Source: an optimization exercise on an open RTL-to-GDS flow (aim: small area, a short achievable clock period and few clock cycles per item). Production flows keep margins and buffers that such runs may drop.
Function was checked by simulation only, so behaviour that the tests miss may differ from the original.
No activity file was given, so power comes from the tool's default toggle rates.

Design rng90_codec, start of the top module:
module rng90_codec (
    input  wire        clk,
    input  wire        rst,
    input  wire        cmd_valid,
    output wire        cmd_ready,
    input  wire [7:0]  cmd_opcode,
    input  wire [7:0]  cmd_param1,
    input  wire [15:0] cmd_param2,
    input  wire [7:0]  cmd_len,
    input  wire        din_valid,
    output wire        din_ready,
    input  wire [7:0]  din_data,
    output wire        tx_valid,
    input  wire        tx_ready,
    output wire [7:0]  tx_data,
    output wire        tx_last,
    input  wire        rsp_valid,
    output wire        rsp_ready,
    input  wire [5:0]  rsp_cap,
    input  wire        rx_valid,
    output wire        rx_ready,
    input  wire [7:0]  rx_data,
    output wire        res_valid,
    input  wire        res_ready,
    output wire        res_ok,
    output wire [7:0]  res_count,
    output wire        pl_valid,
    input  wire        pl_ready,
    output wire [7:0]  pl_data,
    output wire        pl_last
);
Size in the first run: about 500 flip-flops, about 21000 um^2 of cells after synthesis.
export LEC_CHECK = 0
export ABC_CLOCK_PERIOD_IN_PS = 2000
export CAP_MARGIN = 20
export CORE_MARGIN = 2
export CORE_UTILIZATION = 55
export PLACE_DENSITY = 0.72
export SETUP_SLACK_MARGIN = 3.35
export SLEW_MARGIN = 20
create_clock -name core_clock -period 5.5 [get_ports {clk}]
standard.sh (not shown) runs the stock make flow with config.mk's settings and CLKGATE_MAP_FILE= SYNTH_SCRIPT=/design/flow/synth_recipe.tcl, a recipe that flattens the netlist after the stock synthesis.
==> flow/flow/run.sh <==
#!/bin/bash
# The standard layout, with plain buffers on the ports (instead of the delay
# cells buffer_ports picks by default), resizing not tied to footprints, and
# a flatter clock tree (larger sink clusters, no dummy loads).
set -euo pipefail
bash standard.sh \
  "BUFFER_PORTS_ARGS=-buffer_cell sky130_fd_sc_hd__buf_2" \
  MATCH_CELL_FOOTPRINT=0 \
  "CTS_ARGS=-sink_clustering_enable -repair_clock_nets -sink_clustering_size 27 -sink_clustering_max_diameter 90 -dont_use_dummy_load" \
  finish > flow_make.log 2>&1
The starting point completed without violations.
Testbench counts at the start, summed over its fixed seeds: cycles 38,871, items 2,080.
Then changed:
--- a/flow/flow/run.sh
+++ b/flow/flow/run.sh
@@ -8,3 +8,3 @@
   MATCH_CELL_FOOTPRINT=0 \
-  "CTS_ARGS=-sink_clustering_enable -repair_clock_nets -sink_clustering_size 27 -sink_clustering_max_diameter 90 -dont_use_dummy_load" \
+  "CTS_ARGS=-sink_clustering_enable -repair_clock_nets -sink_clustering_size 24 -sink_clustering_max_diameter 80 -dont_use_dummy_load" \
   finish > flow_make.log 2>&1
CORE_UTILIZATION = 60   (was 55)
PLACE_DENSITY = 0.76   (was 0.72)
SETUP_SLACK_MARGIN = 3.3   (was 3.35)
Result: Hold slack improved by 0.020 ns. Setup slack is worse by 0.0076 ns. Routed wire length went down by a few percent. Total power rises slightly. Register-to-register slack improves by 0.02 ns.
Then changed:
CORE_UTILIZATION = 55   (was 60)
PLACE_DENSITY = 0.72   (was 0.76)
Final area hardly moves.
Non-clock buffer count came out lower by 7.
Routed wire length came out higher by 0.81%.

---

== harbor ==
Another version of the RTL of rng90_codec (not shown whole).
Size in the first run: about 1300 cells after synthesis, roughly 470 flip-flops, roughly 110 I/O pins, about 20000 um2 of cells after synthesis.
## rng90_codec
module rng90_codec (
    input  wire        clk,
    input  wire        rst,
    input  wire        cmd_valid,
    output wire        cmd_ready,
    input  wire [7:0]  cmd_opcode,
    input  wire [7:0]  cmd_param1,
    input  wire [15:0] cmd_param2,
    input  wire [7:0]  cmd_len,
    input  wire        din_valid,
    output wire        din_ready,
    input  wire [7:0]  din_data,
    output wire        tx_valid,
    input  wire        tx_ready,
    output wire [7:0]  tx_data,
    output wire        tx_last,
    input  wire        rsp_valid,
    output wire        rsp_ready,
    input  wire [5:0]  rsp_cap,
    input  wire        rx_valid,
    output wire        rx_ready,
    input  wire [7:0]  rx_data,
    output wire        res_valid,
    input  wire        res_ready,
    output wire        res_ok,
    output wire [7:0]  res_count,
    output wire        pl_valid,
    input  wire        pl_ready,
    output wire [7:0]  pl_data,
    output wire        pl_last
);
==> flow/config.mk <==
export PLATFORM = sky130hd
export DESIGN_NAME = rng90_codec
export DESIGN_NICKNAME = rng90_codec
export VERILOG_FILES = /design/flow/design.v
export SDC_FILE = /design/flow/constraint.sdc
export NUM_CORES = 4
export LEC_CHECK = 0
export ABC_CLOCK_PERIOD_IN_PS = 1800
export CAP_MARGIN = 20
export CORE_MARGIN = 2
export CORE_UTILIZATION = 55
export PLACE_DENSITY = 0.72
export SETUP_SLACK_MARGIN = 3.35
export SLEW_MARGIN = 20
==> flow/constraint.sdc <==
create_clock -name core_clock -period 5.5 [get_ports {clk}]
set_input_delay 1.1000 -clock core_clock [delete_from_list [all_inputs] [get_ports {clk}]]
set_output_delay 1.1000 -clock core_clock [all_outputs]
set_load 0.01 [all_outputs]
==> flow/flow/run.sh <==
#!/bin/bash
# The standard layout, with plain buffers on the ports (instead of the delay
# cells buffer_ports picks by default), resizing not tied to footprints, and
# a flatter clock tree (larger sink clusters, no dummy loads).
set -euo pipefail
bash standard.sh \
  "BUFFER_PORTS_ARGS=-buffer_cell sky130_fd_sc_hd__buf_2" \
  MATCH_CELL_FOOTPRINT=0 \
  "CTS_ARGS=-sink_clustering_enable -repair_clock_nets -sink_clustering_size 30 -sink_clustering_max_diameter 100 -dont_use_dummy_load" \
  finish > flow_make.log 2>&1
Testbench counts of harbor, summed over its fixed seeds: cycles 38,863, items 2,080.
Edits applied to the flow inputs when going from harbor to nickel:
# harbor
export LEC_CHECK = 0
export ABC_CLOCK_PERIOD_IN_PS = 1800
export CAP_MARGIN = 20
export CORE_MARGIN = 2
export CORE_UTILIZATION = 55
export PLACE_DENSITY = 0.72
export SETUP_SLACK_MARGIN = 3.35
export SLEW_MARGIN = 20
create_clock -name core_clock -period 5.5 [get_ports {clk}]
# nickel
export LEC_CHECK = 0
export ABC_CLOCK_PERIOD_IN_PS = 2000
export CAP_MARGIN = 20
export CORE_MARGIN = 2
export CORE_UTILIZATION = 55
export PLACE_DENSITY = 0.72
export SETUP_SLACK_MARGIN = 3.3
export SLEW_MARGIN = 20
create_clock -name core_clock -period 5.5 [get_ports {clk}]
[summary]
nickel vs harbor — total via count in the routed design dropped 268. Looking at harbor and nickel, the number of buffers created by CTS is a wash. The higher worst setup slack came out of harbor. Number of combinational gates with multiple inputs delta (harbor -> nickel): insignificant. Relative to harbor, final critical delay including setup and external delays increased by 0.0046 ns in nickel. Diff harbor -> nickel | setup slack after placement | decrease of 0.17 ns. Diff harbor -> nickel: power drawn by the combinational cells shows a reduction of 8.6%; total power lost 0.88%.
Input-level comparison between zinc and nickel:
# nickel
export LEC_CHECK = 0
export ABC_CLOCK_PERIOD_IN_PS = 2000
export CAP_MARGIN = 20
export CORE_MARGIN = 2
export CORE_UTILIZATION = 55
export PLACE_DENSITY = 0.72
export SETUP_SLACK_MARGIN = 3.3
export SLEW_MARGIN = 20
create_clock -name core_clock -period 5.5 [get_ports {clk}]
# zinc
export LEC_CHECK = 0
export ABC_AREA = 1
export ABC_CLOCK_PERIOD_IN_PS = 2000
export CAP_MARGIN = 20
export CORE_MARGIN = 2
export CORE_UTILIZATION = 55
export PLACE_DENSITY = 0.72
export SETUP_SLACK_MARGIN = 3.25
export SLEW_MARGIN = 20
create_clock -name core_clock -period 5.5 [get_ports {clk}]
--- a/flow/flow/run.sh
+++ b/flow/flow/run.sh
@@ -7,4 +7,4 @@
   "BUFFER_PORTS_ARGS=-buffer_cell sky130_fd_sc_hd__buf_2" \
   MATCH_CELL_FOOTPRINT=0 \
-  "CTS_ARGS=-sink_clustering_enable -repair_clock_nets -sink_clustering_size 30 -sink_clustering_max_diameter 100 -dont_use_dummy_load" \
+  "CTS_ARGS=-sink_clustering_enable -repair_clock_nets -sink_clustering_size 24 -sink_clustering_max_diameter 80 -dont_use_dummy_load" \
   finish > flow_make.log 2>&1
==> run notes <==
Power: zinc worse than nickel. Diff nickel -> zinc: mean instance size in the synthesized netlist saw a decrease, clock transition time at the flip-flop clock pins of the worst setup and hold paths saw little to no change. Taking nickel as the reference, in zinc clock latency on the worst-skew pair went up, met2 usage went up, global-route usage went up, number of nets in the final layout went up. Diff nickel -> zinc: maximum number of pins on one net before global-route repair saw an increase; number of H-tree branching levels level; relative area change from synthesis to final layout increased by 0.51 points relative to the old numbers; number of placement rows flat.
--- input diff zinc..ember ---
# zinc
export LEC_CHECK = 0
export ABC_AREA = 1
export ABC_CLOCK_PERIOD_IN_PS = 2000
export CAP_MARGIN = 20
export CORE_MARGIN = 2
export CORE_UTILIZATION = 55
export PLACE_DENSITY = 0.72
export SETUP_SLACK_MARGIN = 3.25
export SLEW_MARGIN = 20
create_clock -name core_clock -period 5.5 [get_ports {clk}]
# ember
export LEC_CHECK = 0
export ABC_CLOCK_PERIOD_IN_PS = 2400
export CAP_MARGIN = 20
export CORE_MARGIN = 2
export CORE_UTILIZATION = 55
export PLACE_DENSITY = 0.72
export SETUP_SLACK_MARGIN = 3.1
export SLEW_MARGIN = 20
create_clock -name core_clock -period 5.5 [get_ports {clk}]
--- outcome ---
- ember did not stop at any stage, and its layout met the timing, design-rule and antenna checks.
- Between zinc and ember, the difference in placed standard-cell area is negligible.
- Between zinc and ember, the standby leakage power is lower for ember.
- The mapped cell area reported for ember is smaller than that of zinc by 0.70%.
- ember vs zinc: cell count down in ember
- Run comparison: zinc endpoint of the most critical setup path tx_data[1]; ember endpoint of the most critical setup path u_validator.occ[5]
- Summary — register share of the cell area, ember relative to zinc: higher, by 1.7 points.
- Setup slack in ember is smaller than in zinc.
- Looking at zinc and ember, the count of endpoints failing setup in the final report is a wash.
- Core utilization: ember lower than zinc
- Sum of routed wire length over all layers delta (ember − zinc): favourable
- zinc -> ember: total power after layout decreased by more than 10%
- Number of cells produced by synthesis, zinc and ember: higher on zinc

==> port drivers added, routing unchanged <==
No port has a modelled driver above. Below, the same layouts with a new extraction and two added sets of constraints. Step 1 (the two cells are an assumption about what drives the block):
set clk [get_ports {clk}]
set_driving_cell -lib_cell sky130_fd_sc_hd__clkbuf_16 $clk
set_driving_cell -lib_cell sky130_fd_sc_hd__buf_2 [delete_from_list [all_inputs] $clk]
Step 2 adds t to the input delays and takes it off the output delays; t is the mean of the earliest and latest rising clock arrival at the registers after step 1. Input paths then give back, and output paths get back, about the clock's delay inside the block. Slacks: ideal / step 1 / step 2; pairs: ideal / step 1.
run	t (ns)	setup WS [ns]	latest minus earliest clock arrival (ns)	worst slew at a driven data input, ns
the first run of note 1	0.591	3.209 / 3.162 / 2.871	0.041 / 0.041	0.05
the second run of note 1	0.616	3.201 / 3.144 / 2.800	0.034 / 0.034	0.05
the third run of note 1	0.603	3.169 / 3.115 / 2.766	0.030 / 0.029	0.08
harbor	0.586	3.195 / 3.138 / 2.815	0.040 / 0.040	0.05
nickel	0.592	3.190 / 3.133 / 2.789	0.038 / 0.038	0.04
zinc	0.603	3.101 / 3.047 / 2.802	0.077 / 0.077	0.04
ember	0.597	3.073 / 3.064 / 2.648	0.042 / 0.041	0.05
After both steps every run listed still meets setup and hold. For ember, which loses most, drivers alone change the setup slack by -0.009 ns; drivers and shift together by -0.425 ns.
